This is an optimization exercise on Yosys and OpenROAD, whose aim is small area, not a production implementation.
The RTL was checked by simulation tests, not by an equivalence proof against the original design.
Power and IR drop assume default switching activity.

==> flow/design.v <==
module ts100_i2cm (
    input  wire        clk,
    input  wire        rst_n,
    input  wire        h_valid,
    input  wire        h_write,
    input  wire [2:0]  h_size,
    input  wire [4:0]  h_addr,
    input  wire [31:0] h_wdata,
    output reg  [31:0] h_rdata,
    output wire        h_err,
    input  wire        scl_i,
    input  wire        sda_i,
    output wire        scl_o,
    output wire        sda_o
);
    localparam [2:0] ST_OFF      = 3'd0,
                     ST_IDLE     = 3'd1,
                     ST_STARTING = 3'd2,
                     ST_STARTED  = 3'd3,
                     ST_ADDRESS  = 3'd4,
                     ST_READY    = 3'd5,
                     ST_TRANSMIT = 3'd6,
                     ST_STOPPING = 3'd7;
    reg [11:0] ccr;
    reg        fs;
    reg [5:0]  trise;
    reg [15:0] to;
    reg [2:0]  st;
    reg [1:0]  ph;
    reg [8:0]  sh;
    reg [15:0] wcnt;
    reg [11:0] div;
    reg        spend;
    reg        sda_drv;
    reg        nackf;
    reg        tof;
    reg        cmderr;
    reg [3:0]  errcode;
    wire st_off   = (st == ST_OFF);
    wire st_idle  = (st == ST_IDLE);
    wire st_sting = (st == ST_STARTING);
    wire st_sted  = (st == ST_STARTED);
    wire st_addr  = (st == ST_ADDRESS);
    wire st_ready = (st == ST_READY);
    wire st_tx    = (st == ST_TRANSMIT);
    wire st_stop  = (st == ST_STOPPING);
    wire st_frame = st_addr | st_tx;
    wire scl_drv = (st[2] & ~ph[1]) | st_sted;
    assign scl_o = scl_drv;
    assign sda_o = sda_drv;
    wire scl_line = ~scl_drv & scl_i;
    wire sda_line = ~sda_drv & sda_i;
    assign h_err = (h_size != 3'd4) | (h_addr[1:0] != 2'b00);
    wire wr = h_valid & h_write & ~h_err;
    wire [2:0] ra = h_addr[4:2];
    wire wr_ctrl    = wr & (ra == 3'd0);
    wire wr_timing  = wr & (ra == 3'd1);
    wire wr_timeout = wr & (ra == 3'd2);
    wire wr_cmd     = wr & (ra == 3'd3);
    wire wr_stat    = wr & (ra == 3'd4);
    wire sent = ph[0];
    wire [31:0] stat_val = {5'b0, st, 6'b0, sda_line, scl_line,
                            errcode, 1'b0, cmderr, tof, nackf,
                            spend, st_ready | st_tx, st_ready & sent, st_ready,
                            st_ready & ~sent, st[2] | st[1], st[2] | st_sted, st_sted};
    always @(*) begin
        case (ra)
            3'd0:    h_rdata = {31'd0, ~st_off};
            3'd1:    h_rdata = {10'd0, trise, fs, 3'd0, ccr};
            3'd2:    h_rdata = {16'd0, to};
            3'd4:    h_rdata = stat_val;
            default: h_rdata = 32'd0;
        endcase
    end
    wire [3:0] op  = h_wdata[3:0];
    wire [7:0] arg = h_wdata[15:8];
    wire op_nop   = (op == 4'd0);
    wire op_start = (op == 4'd1);
    wire op_addrw = (op == 4'd2);
    wire op_write = (op == 4'd3);
    wire op_stop  = (op == 4'd4);
    wire cmd_valid = (h_wdata[31:16] == 16'd0) && (h_wdata[7:4] == 4'd0) &&
                     (op_addrw ? ~arg[7] : (op_write | ((op_nop | op_start | op_stop) & (arg == 8'd0))));
    wire cmd_allowed = (op_start & (st_idle | (st_stop & ~spend))) |
                       (op_addrw & st_sted) |
                       (op_write & st_ready) |
                       (op_stop & (st_sted | st_ready));
    wire c_err1 = ~cmd_valid;
    wire c_err2 = cmd_valid & ~op_nop & st_off;
    wire c_err3 = cmd_valid & ~op_nop & ~st_off & ~cmd_allowed;
    wire c_go   = wr_cmd & cmd_valid & ~op_nop & ~st_off & cmd_allowed;
    wire ticking = st_sting | st_addr | st_tx | st_stop;
    wire tick    = ticking & ~wr & (div >= ccr);
    wire is_ack   = (sh[7:0] == 8'd0);           
    wire to_hit   = (wcnt >= to);
    wire wait_ph  = st_sting ? (ph == 2'd0) : (ph == 2'd2);
    wire wait_ok  = st_sting ? (scl_line & sda_line) : scl_line;
    wire waiting  = wait_ph & ~wait_ok;          
    wire t_to     = tick & waiting & to_hit;     
    wire t_nack   = tick & st_frame & (ph == 2'd3) & is_ack & ~sh[8];
    wire [3:0] wait_code = st_sting ? 4'd6 : st_addr ? 4'd7 : st_tx ? 4'd8 : 4'd9;
    wire       raise = (wr_cmd & (c_err1 | c_err2 | c_err3)) | t_to | t_nack;
    wire [3:0] raise_code = t_to ? wait_code :
                            t_nack ? (st_addr ? 4'd4 : 4'd5) :
                            c_err1 ? 4'd1 : c_err2 ? 4'd2 : 4'd3;
    always @(posedge clk) begin
        if (!ticking)
            div <= 12'd0;
        else if (!wr)
            div <= tick ? 12'd0 : div + 12'd1;
        if (!ticking)
            wcnt <= 16'd0;
        else if (tick)
            wcnt <= (waiting & ~to_hit) ? wcnt + 16'd1 : 16'd0;
        if (c_go & op_addrw)
            sh <= {h_wdata[14:8], 1'b0, 1'b1};
        else if (c_go & op_write)
            sh <= {h_wdata[15:8], 1'b1};
        else if (tick & st_frame) begin
            if (ph == 2'd3 & ~is_ack)
                sh <= {sh[7:0], 1'b0};
            else if (ph == 2'd2 & is_ack & scl_line)
                sh[8] <= ~sda_line;
        end
        if (c_go & ~st_stop)
            ph <= 2'd0;
        else if (tick & ~waiting) begin
            if (st_frame & (ph == 2'd3) & is_ack & sh[8])
                ph <= {1'b0, st_tx};
            else
                ph <= ph + 2'd1;
        end
    end
    always @(posedge clk) begin
        if (!rst_n) begin
            ccr     <= 12'd0;
            fs      <= 1'b0;
            trise   <= 6'd0;
            to      <= 16'hFFFF;
            st      <= ST_OFF;
            spend   <= 1'b0;
            sda_drv <= 1'b0;
            nackf   <= 1'b0;
            tof     <= 1'b0;
            cmderr  <= 1'b0;
            errcode <= 4'd0;
        end else begin
            if (wr_ctrl) begin
                if (st_off & h_wdata[0])
                    st <= ST_IDLE;
                if (~st_off & ~h_wdata[0]) begin
                    st      <= ST_OFF;
                    spend   <= 1'b0;
                    sda_drv <= 1'b0;
                end
            end
            if (wr_timing) begin
                ccr   <= h_wdata[11:0];
                fs    <= h_wdata[15];
                trise <= h_wdata[21:16];
            end
            if (wr_timeout)
                to <= h_wdata[15:0];
            if (wr_stat) begin
                if (h_wdata[8])  nackf  <= 1'b0;
                if (h_wdata[9])  tof    <= 1'b0;
                if (h_wdata[10]) cmderr <= 1'b0;
                if (~(nackf & ~h_wdata[8]) & ~(tof & ~h_wdata[9]) & ~(cmderr & ~h_wdata[10]))
                    errcode <= 4'd0;
            end
            if (c_go) begin
                if (op_start) begin
                    if (st_idle) st <= ST_STARTING;
                    else         spend <= 1'b1;
                end
                if (op_addrw) st <= ST_ADDRESS;
                if (op_write) st <= ST_TRANSMIT;
                if (op_stop)  st <= ST_STOPPING;
            end
            if (tick) begin
                if (st_sting) begin
                    if (ph == 2'd0) begin
                        if (wait_ok) sda_drv <= 1'b1;
                    end else
                        st <= ST_STARTED;
                end
                if (st_frame) begin
                    if (ph == 2'd0)
                        sda_drv <= ~is_ack & ~sh[8];
                    if (ph == 2'd3 & is_ack)
                        st <= sh[8] ? ST_READY : ST_STOPPING;
                end
                if (st_stop) begin
                    if (ph == 2'd0)
                        sda_drv <= 1'b1;
                    if (ph == 2'd3) begin
                        sda_drv <= 1'b0;
                        spend   <= 1'b0;
                        st      <= spend ? ST_STARTING : ST_IDLE;
                    end
                end
                if (t_to) begin
                    sda_drv <= 1'b0;
                    spend   <= 1'b0;
                    st      <= ST_IDLE;
                end
            end
            if (raise) begin
                if (~nackf & ~tof & ~cmderr)
                    errcode <= raise_code;
                if (t_nack)                    nackf  <= 1'b1;
                else if (t_to)                 tof    <= 1'b1;
                else                           cmderr <= 1'b1;
            end
        end
    end
endmodule
==> flow/config.mk <==
export PLATFORM = sky130hd
export DESIGN_NAME = ts100_i2cm
export DESIGN_NICKNAME = ts100_i2cm
export VERILOG_FILES = /design/flow/design.v
export SDC_FILE = /design/flow/constraint.sdc
export NUM_CORES = 4
export LEC_CHECK = 0
export CAP_MARGIN = 20
export CORE_MARGIN = 2
export CORE_UTILIZATION = 40
export CTS_BUF_LIST = sky130_fd_sc_hd__clkbuf_8
export SLEW_MARGIN = 20
==> flow/constraint.sdc <==
create_clock -name core_clock -period 10.0 [get_ports {clk}]
set_input_delay 2.0000 -clock core_clock [delete_from_list [all_inputs] [get_ports {clk}]]
set_output_delay 2.0000 -clock core_clock [all_outputs]
set_load 0.01 [all_outputs]
run.sh (not shown) runs the stock make flow with config.mk's settings and CLKGATE_MAP_FILE= SYNTH_SCRIPT=/design/flow/synth_recipe.tcl, a recipe that flattens the netlist after the stock synthesis.
Edit:
==> flow/flow/run.sh (new file) <==
#!/bin/bash
# Standard layout, with the port buffers made from the smallest buffer cell.
set -o pipefail




export BUFFER_PORTS_ARGS="-buffer_cell sky130_fd_sc_hd__buf_1"
bash standard.sh > standard.log 2>&1
==> flow/standard.sh (new file) <==
#!/bin/bash
# synth_recipe.tcl (not shown) runs the flow's synth.tcl, then flattens the netlist and writes it again
# the make line also repeats each setting of config.mk as NAME=value (left out here)
make -C /OpenROAD-flow-scripts/flow DESIGN_CONFIG=/design/flow/config.mk WORK_HOME=/design/flow/orfs CLKGATE_MAP_FILE= SYNTH_SCRIPT=/design/flow/synth_recipe.tcl "${@:-finish}"
Settings changed: CTS_CLUSTER_DIAMETER set to 500, CTS_CLUSTER_SIZE set to 100.
removed: flow/run.sh
Effect:
- clock power goes up by 40%
- flip-flop and latch count is unchanged
- setup slack is better by 690 ps
- via count came out higher by 1.5%
- clock-buffer cell count grows by 1
- total power climbs by 13%
Edit:
==> flow/flow/run.sh (replaced) <==
#!/bin/bash
# Own layout flow: the standard flow (standard.sh) with two changes.
#  1. Synthesis is the standard flow's own script (synth_recipe.tcl, unchanged), except that
#     the abc call maps the logic with the area-oriented script flow/area.abc
#     instead of ORFS's speed script. Everything before and after abc (and so
#     every register, its name and cell) is the standard synthesis's.
#     The adders are left to abc too (ADDER_MAP_FILE empty).
#  2. Port buffers are made from sky130_fd_sc_hd__buf_1.
#  3. The clock tree is built with the options in flow/cts_args (no dummy loads).
# Each tool's output goes to a log file in this folder.
set -euo pipefail
HERE=$(pwd)
{
  cat <<'EOT'
proc abc {args} {
  set i [lsearch -exact $args -script]
  if {$i >= 0} {
    set args [lreplace $args [expr {$i + 1}] [expr {$i + 1}] $::env(OWN_ABC_SCRIPT)]
  }
  yosys abc {*}$args
}
EOT
  cat synth_recipe.tcl
} > own_synth.tcl
sed "s|SYNTH_SCRIPT=[^ ]*|SYNTH_SCRIPT=$HERE/own_synth.tcl|" standard.sh > own_standard.sh
grep -q "SYNTH_SCRIPT=$HERE/own_synth.tcl" own_standard.sh
export OWN_ABC_SCRIPT="$HERE/flow/area.abc"
# no adder cells from ADDER_MAP_FILE: abc maps the adders with the rest of the logic
export ADDER_MAP_FILE=
export BUFFER_PORTS_ARGS="-buffer_cell sky130_fd_sc_hd__buf_1"
# clock tree options (flow/cts_args), in place of ORFS's defaults
export CTS_ARGS="$(cat flow/cts_args)"
bash own_standard.sh > standard.log 2>&1
==> flow/flow/area.abc (new file) <==
strash
&get -n
&deepsyn -T 60
&put
strash
&get -n
&dch -f
&nf -a -R 20
&put
==> flow/flow/cts_args (new file) <==
-sink_clustering_enable -repair_clock_nets -buf_list sky130_fd_sc_hd__clkbuf_8 -dont_use_dummy_load
Settings changed: CTS_CLUSTER_DIAMETER 500 to unset, CTS_CLUSTER_SIZE 100 to unset.
=> Cell count went down by 23%; clock-buffer cell count went down by 2; core utilization stays flat; wire length went down by 23%; synthesized cell count went down by 29%; via count went down by 23%.
Edit:
--- a/flow/flow/run.sh
+++ b/flow/flow/run.sh
@@ -7 +6,0 @@
-#     The adders are left to abc too (ADDER_MAP_FILE empty).
@@ -9 +7,0 @@
-#  3. The clock tree is built with the options in flow/cts_args (no dummy loads).
@@ -28,2 +25,0 @@
-# no adder cells from ADDER_MAP_FILE: abc maps the adders with the rest of the logic
-export ADDER_MAP_FILE=
@@ -31,2 +26,0 @@
-# clock tree options (flow/cts_args), in place of ORFS's defaults
-export CTS_ARGS="$(cat flow/cts_args)"
removed: flow/flow/cts_args
=>
- maximum frequency goes down by a few percent
- clock-buffer cell count rose by 1
- design area climbs by roughly a tenth
- clock skew decreases by 14 ps
- wire length rose by roughly a tenth
- setup slack is worse by 190 ps
- sequential power stays flat
- via count goes up by roughly a tenth
- worst hold slack is better by 23 ps
- final cell count went up by a little under a tenth
- combinational power goes up by about a fifth

-- separate check: timing with driven ports --
How much do the figures lean on ideal ports? The routed layouts below were timed once more, with nothing changed but the port constraints.
Step 1: set_driving_cell puts a clkbuf_16 on clk and a buf_2 on each other input, an assumption about the parent block.
Step 2 times the ports against the registers' clock, not the clock port: input delays grow and output delays shrink by t, the midpoint of the rising clock arrivals with the driver on.
Three values: ideal ports, drivers, drivers and shift; two values: the first two.
run | t, ns | setup WS [ns] | hold WS [ns] | clock arrival spread, ns | worst register clock-pin slew, ns
the first run | 0.405 | 3.165 / 3.132 / 3.132 | 0.474 / 0.474 / 0.474 | 0.019 / 0.019 | 0.10 / 0.10
the second run | 0.406 | 3.852 / 3.829 / 3.829 | 0.463 / 0.463 / 0.463 | 0.023 / 0.023 | 0.10 / 0.10
the third run | 0.374 | 4.565 / 4.521 / 4.521 | 0.460 / 0.460 / 0.460 | 0.023 / 0.023 | 0.09 / 0.09
the fourth run | 0.392 | 4.370 / 4.347 / 4.347 | 0.483 / 0.483 / 0.483 | 0.009 / 0.009 | 0.09 / 0.09
After both steps setup and hold are still met in every run listed. The setup slack of the third run, which loses most, moves by -0.044 ns with the drivers and by -0.044 ns with both steps.
